What follows belongs to an exercise in optimizing a design on an open flow for small area, a short achievable clock period and few clock cycles per item; a production flow would make more cautious choices.
Function was checked by simulation only, so behaviour that the tests miss may differ from the original.
Power figures rest on the tool's default switching activity, not on a simulated workload.

==> run C: inputs <==
==> flow/design.v <==
module keccak_round (
    input  wire [1599:0] s_in,
    input  wire [4:0]    round,
    output wire [1599:0] s_out
);
    function automatic integer rot_of(input integer i);
        case (i)
            0: rot_of = 0;   1: rot_of = 1;   2: rot_of = 62;  3: rot_of = 28;  4: rot_of = 27;
            5: rot_of = 36;  6: rot_of = 44;  7: rot_of = 6;   8: rot_of = 55;  9: rot_of = 20;
            10: rot_of = 3;  11: rot_of = 10; 12: rot_of = 43; 13: rot_of = 25; 14: rot_of = 39;
            15: rot_of = 41; 16: rot_of = 45; 17: rot_of = 15; 18: rot_of = 21; 19: rot_of = 8;
            20: rot_of = 18; 21: rot_of = 2;  22: rot_of = 61; 23: rot_of = 56; 24: rot_of = 14;
            default: rot_of = 0;
        endcase
    endfunction
    localparam [31:0] RC_0  = 32'h0050F4F1;
    localparam [31:0] RC_1  = 32'h000DB916;
    localparam [31:0] RC_3  = 32'h008C7F94;
    localparam [31:0] RC_7  = 32'h00327356;
    localparam [31:0] RC_15 = 32'h00B5D4DE;
    localparam [31:0] RC_31 = 32'h00D81C68;
    localparam [31:0] RC_63 = 32'h00BBE0CC;
    wire [63:0] rc;
    assign rc[0]     = RC_0[round];
    assign rc[1]     = RC_1[round];
    assign rc[2]     = 1'b0;
    assign rc[3]     = RC_3[round];
    assign rc[6:4]   = 3'd0;
    assign rc[7]     = RC_7[round];
    assign rc[14:8]  = 7'd0;
    assign rc[15]    = RC_15[round];
    assign rc[30:16] = 15'd0;
    assign rc[31]    = RC_31[round];
    assign rc[62:32] = 31'd0;
    assign rc[63]    = RC_63[round];
    wire [63:0] a [0:24];
    wire [63:0] c [0:4];
    wire [63:0] d [0:4];
    wire [63:0] t [0:24];    
    wire [63:0] b [0:24];    
    wire [63:0] x [0:24];    
    genvar i;
    generate
        for (i = 0; i < 25; i = i + 1) begin : g_unpack
            assign a[i] = s_in[64*i +: 64];
        end
        for (i = 0; i < 5; i = i + 1) begin : g_col
            assign c[i] = a[i] ^ a[i+5] ^ a[i+10] ^ a[i+15] ^ a[i+20];
        end
        for (i = 0; i < 5; i = i + 1) begin : g_d
            assign d[i] = c[(i+4)%5] ^ {c[(i+1)%5][62:0], c[(i+1)%5][63]};
        end
        for (i = 0; i < 25; i = i + 1) begin : g_theta
            assign t[i] = a[i] ^ d[i%5];
        end
        for (i = 0; i < 25; i = i + 1) begin : g_rhopi
            if (rot_of(i) == 0) begin : g_norot
                assign b[(i/5) + 5*((2*(i%5) + 3*(i/5)) % 5)] = t[i];
            end else begin : g_rot
                assign b[(i/5) + 5*((2*(i%5) + 3*(i/5)) % 5)] =
                    {t[i][63-rot_of(i):0], t[i][63:64-rot_of(i)]};
            end
        end
        for (i = 0; i < 25; i = i + 1) begin : g_chi
            assign x[i] = b[i] ^ (~b[5*(i/5) + (i+1)%5] & b[5*(i/5) + (i+2)%5]);
        end
        for (i = 0; i < 25; i = i + 1) begin : g_pack
            if (i == 0) begin : g_iota
                assign s_out[63:0] = x[0] ^ rc;
            end else begin : g_lane
                assign s_out[64*i +: 64] = x[i];
            end
        end
    endgenerate
endmodule
module keccak_core (
    input  wire        clk,
    input  wire        rst,         
    input  wire        in_valid,
    output wire        in_ready,
    input  wire [63:0] in_data,
    output wire        out_valid,
    input  wire        out_ready,
    output wire [63:0] out_data
);
    localparam C_EMPTY = 2'd0;
    localparam C_RUN   = 2'd1;
    localparam C_DONE  = 2'd2;
    localparam C_DRAIN = 2'd3;
    reg  [1727:0] s;         
    reg  [1599:0] c;         
    reg  [63:0]   k;         
    reg           kv;
    reg  [26:0]   m_out;     
    reg  [26:0]   m_in;      
    reg  [1:0]    cst;
    reg  [4:0]    r;         
    reg  [4:0]    ofs;       
    reg           in_ready_r;
    reg           out_valid_r;
    wire [1599:0] c_next;
    keccak_round u_round (
        .s_in  (c),
        .round (r),
        .s_out (c_next)
    );
    assign in_ready  = in_ready_r;
    assign out_valid = out_valid_r;
    assign out_data  = s[63:0];
    wire in_fire    = in_valid && in_ready_r;
    wire out_fire   = out_ready && out_valid_r;
    wire in_full    = m_in[1];               
    wire in_few     = !m_in[24];             
    wire out_none   = !m_out[0];             
    wire out_one    = m_out[0] && !m_out[1];  
    wire s_out_free = out_none || (out_one && out_ready);
    wire give     = (cst == C_DONE) && s_out_free && (ofs == 5'd0) && (in_full || in_few);
    wire trickle  = (cst == C_DRAIN) && s_out_free && (ofs == r);
    wire load     = in_full && ((cst == C_EMPTY) || give);
    wire in_shift = in_fire && !in_full;
    wire top_load = load && (kv || in_fire);
    wire k_take   = in_fire && in_full && !load;
    genvar j;
    generate
        for (j = 0; j < 27; j = j + 1) begin : g_s
            wire shift_j = (out_fire && m_out[j]) || (in_shift && m_in[j]);
            if (j == 26) begin : g_top
                always @(posedge clk) begin
                    if (top_load)
                        s[64*j +: 64] <= kv ? k : in_data;
                    else if (in_shift)
                        s[64*j +: 64] <= in_data;
                end
            end else if (j == 25) begin : g_spare
                always @(posedge clk) begin
                    if (shift_j)
                        s[64*j +: 64] <= s[64*(j+1) +: 64];
                end
            end else if (j == 0) begin : g_head
                always @(posedge clk) begin
                    if (give || trickle)
                        s[64*j +: 64] <= c[64*j +: 64];
                    else if (shift_j)
                        s[64*j +: 64] <= s[64*(j+1) +: 64];
                end
            end else begin : g_res
                always @(posedge clk) begin
                    if (give)
                        s[64*j +: 64] <= c[64*j +: 64];
                    else if (shift_j)
                        s[64*j +: 64] <= s[64*(j+1) +: 64];
                end
            end
        end
    endgenerate
    always @(posedge clk) begin
        if (k_take)
            k <= in_data;
    end
    wire c_ld  = load;
    wire c_run = !load && (cst == C_RUN);
    wire c_rot = !load && (cst != C_RUN);
    always @(posedge clk) begin
        c <= ({1600{c_ld}}  & s[1727:128]) |
             ({1600{c_run}} & c_next) |
             ({1600{c_rot}} & {c[63:0], c[1599:64]});
    end
    wire [26:0] m_out_n = give    ? 27'h1FFFFFF :
                          trickle ? 27'h1 :
                          out_fire ? {1'b0, m_out[26:1]} : m_out;
    wire [26:0] m_in_n  = load     ? (top_load ? 27'h6000000 : 27'h4000000) :
                          in_shift ? {1'b1, m_in[26:1]} : m_in;
    wire        kv_n    = !load && (kv || k_take);
    always @(posedge clk) begin
        if (rst) begin
            m_out       <= 27'h0;
            m_in        <= 27'h4000000;
            kv          <= 1'b0;
            cst         <= C_EMPTY;
            r           <= 5'd0;
            ofs         <= 5'd0;
            in_ready_r  <= 1'b1;
            out_valid_r <= 1'b0;
        end else begin
            m_out       <= m_out_n;
            m_in        <= m_in_n;
            kv          <= kv_n;
            in_ready_r  <= m_in_n[1] ? !kv_n : ((m_out_n & m_in_n) == 27'h0);
            out_valid_r <= m_out_n[0];
            if (load || cst == C_RUN)
                ofs <= 5'd0;
            else
                ofs <= (ofs == 5'd24) ? 5'd0 : ofs + 5'd1;
            if (load) begin
                cst <= C_RUN;
                r   <= 5'd0;
            end else begin
                case (cst)
                    C_RUN: begin
                        r <= r + 5'd1;
                        if (r == 5'd23) cst <= C_DONE;
                    end
                    C_DONE: begin
                        if (give)
                            cst <= C_EMPTY;
                        else if (out_none && !in_full && !in_few) begin
                            cst <= C_DRAIN;
                            r   <= 5'd0;
                        end
                    end
                    C_DRAIN: if (trickle) begin
                        r <= r + 5'd1;
                        if (r == 5'd24) cst <= C_EMPTY;
                    end
                    default: ;
                endcase
            end
        end
    end
endmodule
==> flow/run.sh <==
#!/bin/bash
# synth_recipe.tcl (not shown) runs the flow's synth.tcl, then flattens the netlist and writes it again
# the make line also repeats each setting of config.mk as NAME=value (left out here)
make -C /OpenROAD-flow-scripts/flow DESIGN_CONFIG=/design/flow/config.mk WORK_HOME=/design/flow/orfs CLKGATE_MAP_FILE= SYNTH_SCRIPT=/design/flow/synth_recipe.tcl finish
==> flow/config.mk <==
export PLATFORM = sky130hd
export DESIGN_NAME = keccak_core
export DESIGN_NICKNAME = keccak_core
export VERILOG_FILES = /design/flow/design.v
export SDC_FILE = /design/flow/constraint.sdc
export NUM_CORES = 4
export LEC_CHECK = 0
export CAP_MARGIN = 0
export CORE_MARGIN = 2
export CORE_UTILIZATION = 48
export CTS_CLUSTER_DIAMETER = 60
export CTS_CLUSTER_SIZE = 20
export PLACE_DENSITY = 0.65
export SETUP_SLACK_MARGIN = 2.0
export SLEW_MARGIN = 0
==> flow/constraint.sdc <==
create_clock -name core_clock -period 5.0 [get_ports {clk}]
set_input_delay 1.0000 -clock core_clock [delete_from_list [all_inputs] [get_ports {clk}]]
set_output_delay 1.0000 -clock core_clock [all_outputs]
set_load 0.01 [all_outputs]
==> run Y: changes against run C <==
- CORE_UTILIZATION: 48 -> 40
- PLACE_DENSITY: 0.65 -> unset
==> comparison table <==
metric                                                     run Y           run C
Internal power                                           46.8 mW         44.9 mW
Worst Hold Path EP                                        c[485]         s[1636]
Data required time at the worst endpoint                 5.97 ns         5.78 ns
Count of non-filler cells in the finished layout           26500           25300
VDD IR max                                                307 µV          316 µV
Critical path launch point                                 c[37]          ofs[0]
Outcome                                           finished clean  finished clean
Clock buffer count in the final layout                       440             409
WL final                                              1190000 µm      1190000 µm
Sequential cell area                                  0.0873 mm²      0.0873 mm²
Area of the core                                       0.460 mm²       0.383 mm²
Seq power                                                29.8 mW         29.7 mW
Number of rows created at floorplan                          249             227
Testbench counts of run C, summed over its fixed seeds: cycles 6,808, items 256.
Testbench counts of run Y, summed over its fixed seeds: cycles 6,808, items 256.

## afterwards: timing with drivers on the ports
Ports are ideal in the flow. The routed layouts listed here were re-timed in OpenROAD. Step 1: set_driving_cell puts a clkbuf_16 on clk and a buf_2 on each other input, an assumption about the parent block. Step 2 also shifts input and output timing later by t, the mid clock arrival at the registers, as if the neighbouring blocks saw the same clock. a / b / c = ideal ports / drivers / drivers and shift; a / b = the first two.
run	t, ns	setup slack, ns	clock arrival spread, ns
run C	1.167	1.690 / 1.690 / 0.909	0.053 / 0.053
run Y	1.206	1.758 / 1.758 / 1.043	0.084 / 0.084
After both steps every run listed still meets setup and hold. The setup slack of run C, which loses most, moves by 0.000 ns with the drivers and by -0.781 ns with both steps.
